This design comes from an exercise in tuning for small area, a short achievable clock period and few clock cycles per item on the open sky130 flow, not from production work.
The RTL was checked by simulation tests, not by an equivalence proof against the original design.

== v6 ==
==> module fp32_mul, before the edit <==
module fp32_mul (
    input  wire [31:0] a,
    input  wire [31:0] b,
    output reg  [31:0] y
);
    wire [7:0] ea = a[30:23];
    wire [7:0] eb = b[30:23];
    wire       s  = a[31] ^ b[31];
    wire a_max  = &ea;
    wire b_max  = &eb;
    wire a_fz   = ~|a[22:0];
    wire b_fz   = ~|b[22:0];
    wire a_zero = ~|ea & a_fz;
    wire b_zero = ~|eb & b_fz;
    wire a_nan  = a_max & ~a_fz;
    wire b_nan  = b_max & ~b_fz;
    wire a_inf  = a_max & a_fz;
    wire b_inf  = b_max & b_fz;
    wire [23:0] ma = {|ea, a[22:0]};
    wire [23:0] mb = {|eb, b[22:0]};
    wire [47:0] p;
    mul24 u_mul (.a(ma), .b(mb), .p(p));
    wire signed [10:0] e0 = $signed({3'b0, ea}) + $signed({3'b0, eb})
                          + $signed({10'b0, ~|ea}) + $signed({10'b0, ~|eb}) - 11'sd127;
    reg [4:0] tza, tzb;
    reg [4:0] z;
    integer i;
    always @* begin
        tza = 5'd24;
        tzb = 5'd24;
        for (i = 23; i >= 0; i = i - 1) begin
            if (ma[i]) tza = i[4:0];
            if (mb[i]) tzb = i[4:0];
        end
    end
    always @* begin
        z = 5'd25;
        for (i = 23; i <= 47; i = i + 1)
            if (p[i]) z = 47 - i;
    end
    wire        right = e0[10];                       
    wire [4:0]  e0s   = (|e0[9:5]) ? 5'd31 : e0[4:0];   
    wire [4:0]  sh    = (z < e0s) ? z : e0s;          
    wire [10:0] nege0 = -e0;
    wire [4:0]  r     = (|nege0[9:5]) ? 5'd31 : nege0[4:0];  
    wire [5:0]  u   = right ? (6'd24 + {1'b0, r}) : (6'd24 - {1'b0, sh});
    wire [71:0] v   = {p, 24'd0} >> u;
    wire [24:0] m   = v[47:23];
    wire [5:0]  tzp = {1'b0, tza} + {1'b0, tzb};
    wire        sticky = ({1'b0, tzp} + 7'd2) <= {1'b0, u};
    wire [9:0]  eres   = e0[9:0] + 10'd1 - {5'b0, sh};    
    wire        norm   = m[24];
    wire [7:0]  e_field = (norm && !right) ? eres[7:0] : 8'd0;
    wire        ovf    = !right && norm && (eres > 10'd254);
    wire        guard  = m[0];
    wire        rup    = guard & (sticky | m[1]);
    wire [30:0] rounded;
    add_bk #(31) u_rnd (.a({e_field, m[23:1]}), .b(31'd0), .ci(rup), .s(rounded), .co());
    always @* begin
        if (a_nan || b_nan || (a_inf && b_zero) || (b_inf && a_zero))
            y = 32'h7FC00000;
        else if (a_inf || b_inf || ovf)
            y = {s, 8'hFF, 23'd0};
        else if (a_zero || b_zero)
            y = {s, 31'd0};
        else
            y = {s, rounded};
    end
endmodule
==> module fp32_add, before the edit <==
module fp32_add (
    input  wire [31:0] a,
    input  wire [31:0] b,
    output reg  [31:0] y
);
    wire a_max = &a[30:23];
    wire b_max = &b[30:23];
    wire a_nan = a_max & (|a[22:0]);
    wire b_nan = b_max & (|b[22:0]);
    wire a_inf = a_max & ~(|a[22:0]);
    wire b_inf = b_max & ~(|b[22:0]);
    wire        a_ge_b;
    add_bk #(31) u_cmp (.a(a[30:0]), .b(~b[30:0]), .ci(1'b1), .s(), .co(a_ge_b));
    wire        swap = ~a_ge_b;
    wire [31:0] p    = swap ? b : a;
    wire [31:0] q    = swap ? a : b;
    wire        p_sub = ~|p[30:23];
    wire        q_sub = ~|q[30:23];
    wire [23:0] mp   = {~p_sub, p[22:0]};
    wire [23:0] mq   = {~q_sub, q[22:0]};
    wire [7:0]  d    = p[30:23] - q[30:23] - {7'd0, q_sub & ~p_sub};
    wire        sub  = p[31] ^ q[31];
    wire [4:0]  ds   = (|d[7:5]) ? 5'd31 : d[4:0];
    wire [26:0] qx   = {mq, 3'b000} >> ds;
    reg  [4:0]  tzq;
    integer j;
    always @* begin
        tzq = 5'd31;
        for (j = 23; j >= 0; j = j - 1)
            if (mq[j]) tzq = j[4:0];
    end
    wire        qst  = ({1'b0, tzq} + 6'd3) < {1'b0, ds};
    wire [26:0] qa   = {qx[26:1], qx[0] | qst};
    wire [27:0] px  = {1'b0, mp, 3'b000};
    wire [27:0] sum;
    add_bk #(28) u_sum (.a(px), .b({1'b0, qa} ^ {28{sub}}), .ci(sub), .s(sum), .co());
    reg [4:0] lz;
    integer i;
    always @* begin
        lz = 5'd27;
        for (i = 0; i <= 26; i = i + 1)
            if (sum[i]) lz = 26 - i;
    end
    wire [7:0]  ep  = p_sub ? 8'd1 : p[30:23];
    wire [7:0]  epm = ep - 8'd1;
    wire [4:0]  lim = (|epm[7:5]) ? 5'd31 : epm[4:0];
    wire [4:0]  sh  = (lz < lim) ? lz : lim;
    wire [27:0] nl  = sum << sh;
    wire [27:0] n   = sum[27] ? {1'b0, sum[27:2], sum[1] | sum[0]} : nl;
    wire [8:0]  e   = sum[27] ? ({1'b0, ep} + 9'd1) : ({1'b0, ep} - {4'd0, sh});
    wire [7:0]  e_field = n[26] ? e[7:0] : 8'd0;
    wire        rup     = n[2] & (n[1] | n[0] | n[3]);
    wire [30:0] rounded;
    add_bk #(31) u_rnd (.a({e_field, n[25:3]}), .b(31'd0), .ci(rup), .s(rounded), .co());
    always @* begin
        if (a_nan || b_nan || (a_inf && b_inf && (a[31] != b[31])))
            y = 32'h7FC00000;
        else if (a_inf)
            y = a;
        else if (b_inf)
            y = b;
        else if (sum == 0)
            y = {a[31] & b[31], 31'd0};
        else if (e > 9'd254)
            y = {p[31], 8'hFF, 23'd0};
        else
            y = {p[31], rounded};
    end
endmodule
clock: 75.0 ns
lec_check: 0
abc_area: 1
cap_margin: 20
core_margin: 2
core_utilization: 40
slew_margin: 20
run.sh (not shown) runs the stock make flow with config.mk's settings and CLKGATE_MAP_FILE= SYNTH_SCRIPT=/design/flow/synth_recipe.tcl, a recipe that flattens the netlist after the stock synthesis.
Testbench counts of v6, summed over its fixed seeds: cycles 9,632, items 9,600.
Inputs modified between v6 and v7:
--- a/flow/design.v
+++ b/flow/design.v
@@ -45,5 +45,11 @@
     wire [4:0]  r     = (|nege0[9:5]) ? 5'd31 : nege0[4:0];  
     wire [5:0]  u   = right ? (6'd24 + {1'b0, r}) : (6'd24 - {1'b0, sh});
-    wire [71:0] v   = {p, 24'd0} >> u;
+    wire [71:0] v0  = {p, 24'd0};
+    wire [71:0] v1  = u[5] ? {32'd0, v0[71:32]} : v0;
+    wire [71:0] v2  = u[4] ? {16'd0, v1[71:16]} : v1;
+    wire [71:0] v3  = u[3] ? {8'd0, v2[71:8]} : v2;
+    wire [71:0] v4  = u[2] ? {4'd0, v3[71:4]} : v3;
+    wire [71:0] v5  = u[1] ? {2'd0, v4[71:2]} : v4;
+    wire [71:0] v   = u[0] ? {1'd0, v5[71:1]} : v5;
     wire [24:0] m   = v[47:23];
     wire [5:0]  tzp = {1'b0, tza} + {1'b0, tzb};
@@ -1418,24 +1424,39 @@
     wire a_inf = a_max & ~(|a[22:0]);
     wire b_inf = b_max & ~(|b[22:0]);
+    wire        a_sub = ~|a[30:23];
+    wire        b_sub = ~|b[30:23];
+    wire [7:0]  ea    = {a[30:24], a[23] | a_sub};
+    wire [7:0]  eb    = {b[30:24], b[23] | b_sub};
+    wire [23:0] ma    = {~a_sub, a[22:0]};
+    wire [23:0] mb    = {~b_sub, b[22:0]};
+    reg  [4:0]  tza, tzb;
+    integer j;
+    always @* begin
+        tza = 5'd31;
+        tzb = 5'd31;
+        for (j = 23; j >= 0; j = j - 1) begin
+            if (ma[j]) tza = j[4:0];
+            if (mb[j]) tzb = j[4:0];
+        end
+    end
     wire        a_ge_b;
     add_bk #(31) u_cmp (.a(a[30:0]), .b(~b[30:0]), .ci(1'b1), .s(), .co(a_ge_b));
     wire        swap = ~a_ge_b;
+    wire [7:0]  dab  = ea - eb;
+    wire [7:0]  dba  = eb - ea;
+    wire [7:0]  d    = swap ? dba : dab;
     wire [31:0] p    = swap ? b : a;
-    wire [31:0] q    = swap ? a : b;
-    wire        p_sub = ~|p[30:23];
-    wire        q_sub = ~|q[30:23];
-    wire [23:0] mp   = {~p_sub, p[22:0]};
-    wire [23:0] mq   = {~q_sub, q[22:0]};
-    wire [7:0]  d    = p[30:23] - q[30:23] - {7'd0, q_sub & ~p_sub};
-    wire        sub  = p[31] ^ q[31];
+    wire [23:0] mp   = swap ? mb : ma;
+    wire [23:0] mq   = swap ? ma : mb;
+    wire [7:0]  ep   = swap ? eb : ea;
+    wire [4:0]  tzq  = swap ? tza : tzb;
+    wire        sub  = a[31] ^ b[31];
     wire [4:0]  ds   = (|d[7:5]) ? 5'd31 : d[4:0];
-    wire [26:0] qx   = {mq, 3'b000} >> ds;
-    reg  [4:0]  tzq;
-    integer j;
-    always @* begin
-        tzq = 5'd31;
-        for (j = 23; j >= 0; j = j - 1)
-            if (mq[j]) tzq = j[4:0];
-    end
+    wire [26:0] q0   = {mq, 3'b000};
+    wire [26:0] q1   = ds[4] ? {16'd0, q0[26:16]} : q0;
+    wire [26:0] q2   = ds[3] ? {8'd0, q1[26:8]} : q1;
+    wire [26:0] q3   = ds[2] ? {4'd0, q2[26:4]} : q2;
+    wire [26:0] q4   = ds[1] ? {2'd0, q3[26:2]} : q3;
+    wire [26:0] qx   = ds[0] ? {1'd0, q4[26:1]} : q4;
     wire        qst  = ({1'b0, tzq} + 6'd3) < {1'b0, ds};
     wire [26:0] qa   = {qx[26:1], qx[0] | qst};
@@ -1450,9 +1471,12 @@
             if (sum[i]) lz = 26 - i;
     end
-    wire [7:0]  ep  = p_sub ? 8'd1 : p[30:23];
     wire [7:0]  epm = ep - 8'd1;
     wire [4:0]  lim = (|epm[7:5]) ? 5'd31 : epm[4:0];
     wire [4:0]  sh  = (lz < lim) ? lz : lim;
-    wire [27:0] nl  = sum << sh;
+    wire [27:0] l1  = sh[4] ? {sum[11:0], 16'd0} : sum;
+    wire [27:0] l2  = sh[3] ? {l1[19:0], 8'd0} : l1;
+    wire [27:0] l3  = sh[2] ? {l2[23:0], 4'd0} : l2;
+    wire [27:0] l4  = sh[1] ? {l3[25:0], 2'd0} : l3;
+    wire [27:0] nl  = sh[0] ? {l4[26:0], 1'd0} : l4;
     wire [27:0] n   = sum[27] ? {1'b0, sum[27:2], sum[1] | sum[0]} : nl;
     wire [8:0]  e   = sum[27] ? ({1'b0, ep} + 9'd1) : ({1'b0, ep} - {4'd0, sh});
==> notes.md <==
v7 ran to completion and came out clean on the timing, design-rule and antenna checks.
Across both runs, met2 wire length was lower for v7 than for v6.
v7 -> v6: overall track demand over capacity in global routing flat
On final-layout clock-cell area share, v6 and v7 are basically level.
Synthesis-to-finish area growth delta (v7 -> v6): insignificant
Final clock period utilization by the worst path down 1.7 points in v7 wrt v6
Design area shrinks slightly when moving from v6 to v7.
Testbench counts of v7, summed over its fixed seeds: cycles 9,632, items 9,600.

---

lac_mma, a different RTL version from the one above (not shown whole).
Size: about 9,100 cells after synthesis, about 170 I/O pins, ~0.068 mm2 of cells after synthesis.
Settings: LEC_CHECK=0, ABC_AREA=1, CAP_MARGIN=20, CORE_MARGIN=2, CORE_UTILIZATION=40, SLEW_MARGIN=20; clock period 75.0 ns.
standard.sh (not shown) runs the stock make flow with config.mk's settings and CLKGATE_MAP_FILE= SYNTH_SCRIPT=/design/flow/synth_recipe.tcl, a recipe that flattens the netlist after the stock synthesis.
==> flow/flow/run.sh <==
#!/bin/bash
# The standard layout, with the port buffers made of buf_2 cells instead of
# the delay buffers buffer_ports picks by default. Everything else is
# standard.sh unchanged (synthesis included).
set -euo pipefail
bash standard.sh 'BUFFER_PORTS_ARGS=-buffer_cell sky130_fd_sc_hd__buf_2' finish > standard_flow.log 2>&1
Testbench counts at the start, summed over its fixed seeds: cycles 9,632, items 9,600.
Edit:
--- a/flow/design.v
+++ b/flow/design.v
@@ -1337,15 +1337,15 @@
     wire w1196 = w1198 ^ w1062;
     wire w1197 = (w1064 & 1'b1) | (w1198 & w1062);
     wire w1201 = w312 ^ w336;
     wire w1199 = w1201 ^ w1065;
     wire w1200 = (w312 & w336) | (w1201 & w1065);
     wire [47:0] r0 = {w1199, w1196, w1193, w1190, w1187, w1184, w1181, w1178, w1175, w1172, w1169, w1166, w1163, w1160, w1157, w1154, w1151, w1148, w1145, w1142, w1139, w1136, w1133, w1130, w1127, w1124, w1121, w1118, w1115, w1112, w1109, w1106, w1103, w1100, w1097, w1094, w1091, w1088, w1085, w1082, w1079, w1076, w1073, w1070, w1068, w1066, w2, w1};
     wire [47:0] r1 = {w1197, w1194, w1191, w1188, w1185, w1182, w1179, w1176, w1173, w1170, w1167, w1164, w1161, w1158, w1155, w1152, w1149, w1146, w1143, w1140, w1137, w1134, w1131, w1128, w1125, w1122, w1119, w1116, w1113, w1110, w1107, w1104, w1101, w1098, w1095, w1092, w1089, w1086, w1083, w1080, w1077, w1074, w1071, w1069, w1067, bn1, 1'b0, bn0};
-    assign p = r0 + r1;
+    add_sk #(48) u_cpa (.a(r0), .b(r1), .ci(1'b0), .s(p), .co());
 endmodule
 module mul24_decay (
     input  wire [23:0] a,
     output wire [47:0] p
 );
     wire w1 = ~a[0];
     wire w2 = ~a[1];
@@ -1882,14 +1882,38 @@
                         p[i] = p[i] & p[i - d];
                     end
         end
     end
     assign s  = a ^ b ^ {g[W-2:0], ci};
     assign co = g[W-1];
 endmodule
+module add_sk #(parameter W = 32) (
+    input  wire [W-1:0] a,
+    input  wire [W-1:0] b,
+    input  wire         ci,
+    output wire [W-1:0] s,
+    output wire         co
+);
+    reg [W-1:0] g, p;
+    integer l, i, d;
+    always @* begin
+        p = a ^ b;
+        g = (a & b) | {{(W-1){1'b0}}, p[0] & ci};
+        for (l = 0; (1 << l) < W; l = l + 1) begin
+            d = 1 << l;
+            for (i = W - 1; i >= 0; i = i - 1)
+                if ((i / d) % 2 == 1) begin
+                    g[i] = g[i] | (p[i] & g[(i / d) * d - 1]);
+                    p[i] = p[i] & p[(i / d) * d - 1];
+                end
+        end
+    end
+    assign s  = a ^ b ^ {g[W-2:0], ci};
+    assign co = g[W-1];
+endmodule
 module lac_mma (
     input  wire        clk,
     input  wire        rst_n,
     input  wire        in_valid,
     output wire        in_ready,
     input  wire        in_op,
     input  wire [31:0] in_a,
@@ -1901,45 +1925,45 @@
     output reg  [31:0] out_data
 );
     localparam [31:0] DECAY = 32'h3F7F5C29;
     localparam [31:0] CW    = 32'h3B23D70A;
     reg go;
     assign in_ready = go;
     reg        v0, op0;
-    reg [31:0] a0, x0, y0, z0;
+    reg [31:0] a0, b0, c0, d0;
     always @(posedge clk) begin
         if (!rst_n)
             v0 <= 1'b0;
         else if (go)
             v0 <= in_valid;
     end
     always @(posedge clk) begin
         if (go || !v0) begin
             op0 <= in_op;
             a0  <= in_a;
-            x0  <= in_op ? in_b : CW;
-            y0  <= in_op ? in_c : in_b;
-            z0  <= in_op ? in_d : in_c;
+            b0  <= in_b;
+            c0  <= in_c;
+            d0  <= in_d;
         end
     end
     wire [31:0] t_decay, t_m1;
     fp32_mul_decay u_decay (.a(a0), .y(t_decay));
-    fp32_mul u_m1    (.a(x0), .b(y0), .y(t_m1));
+    fp32_mul u_m1    (.a(op0 ? b0 : CW),    .b(op0 ? c0 : b0),  .y(t_m1));
     reg        v1;
     reg [31:0] m1, z1, s1;
     always @(posedge clk) begin
         if (!rst_n)
             v1 <= 1'b0;
         else if (go)
             v1 <= v0;
     end
     always @(posedge clk) begin
         if (go || !v1) begin
             m1 <= t_m1;
-            z1 <= z0;
+            z1 <= op0 ? d0 : c0;
             s1 <= op0 ? a0 : t_decay;
         end
     end
     wire [31:0] t_m2;
     fp32_mul u_m2 (.a(m1), .b(z1), .y(t_m2));
     reg        v2;
     reg [31:0] m2, s2;
Final cell count drops by 4.5%.
Routed wire length drops by 2.7%.
First-iteration DRC count climbs by 5.2%.
Die area drops by about 2.8%.
Via count drops by 3.8%.
Testbench counts after the change, summed over its fixed seeds: cycles 9,632, items 9,600.

-- what the ideal ports hide --
The flow's constraints put no driver on any port. The routed layouts listed below were extracted and timed again, unchanged, in two steps. Step 1 (the two cells are an assumption about what drives the block):
set clk [get_ports {clk}]
set_driving_cell -lib_cell sky130_fd_sc_hd__clkbuf_16 $clk
set_driving_cell -lib_cell sky130_fd_sc_hd__buf_2 [delete_from_list [all_inputs] $clk]
Step 2 adds t to the input delays and takes it off the output delays; t is the mean of the earliest and latest rising clock arrival at the registers after step 1. Input paths then give back, and output paths get back, about the clock's delay inside the block. Slacks: ideal ports / drivers / drivers and shift; pairs: ideal ports / drivers.
run | t, ns | setup WS [ns] | pins driven straight from the clock port
v6 | 0.708 | 56.999 / 56.999 / 56.999 | 1
v7 | 0.769 | 58.248 / 58.248 / 58.218 | 1
the first run of note 2 | 0.694 | 58.591 / 58.653 / 57.961 | 1
the second run of note 2 | 0.716 | 58.650 / 58.571 / 58.575 | 1
After both steps every run listed still meets setup and hold. For the first run of note 2, which loses most, drivers alone change the setup slack by +0.062 ns; drivers and shift together by -0.630 ns.
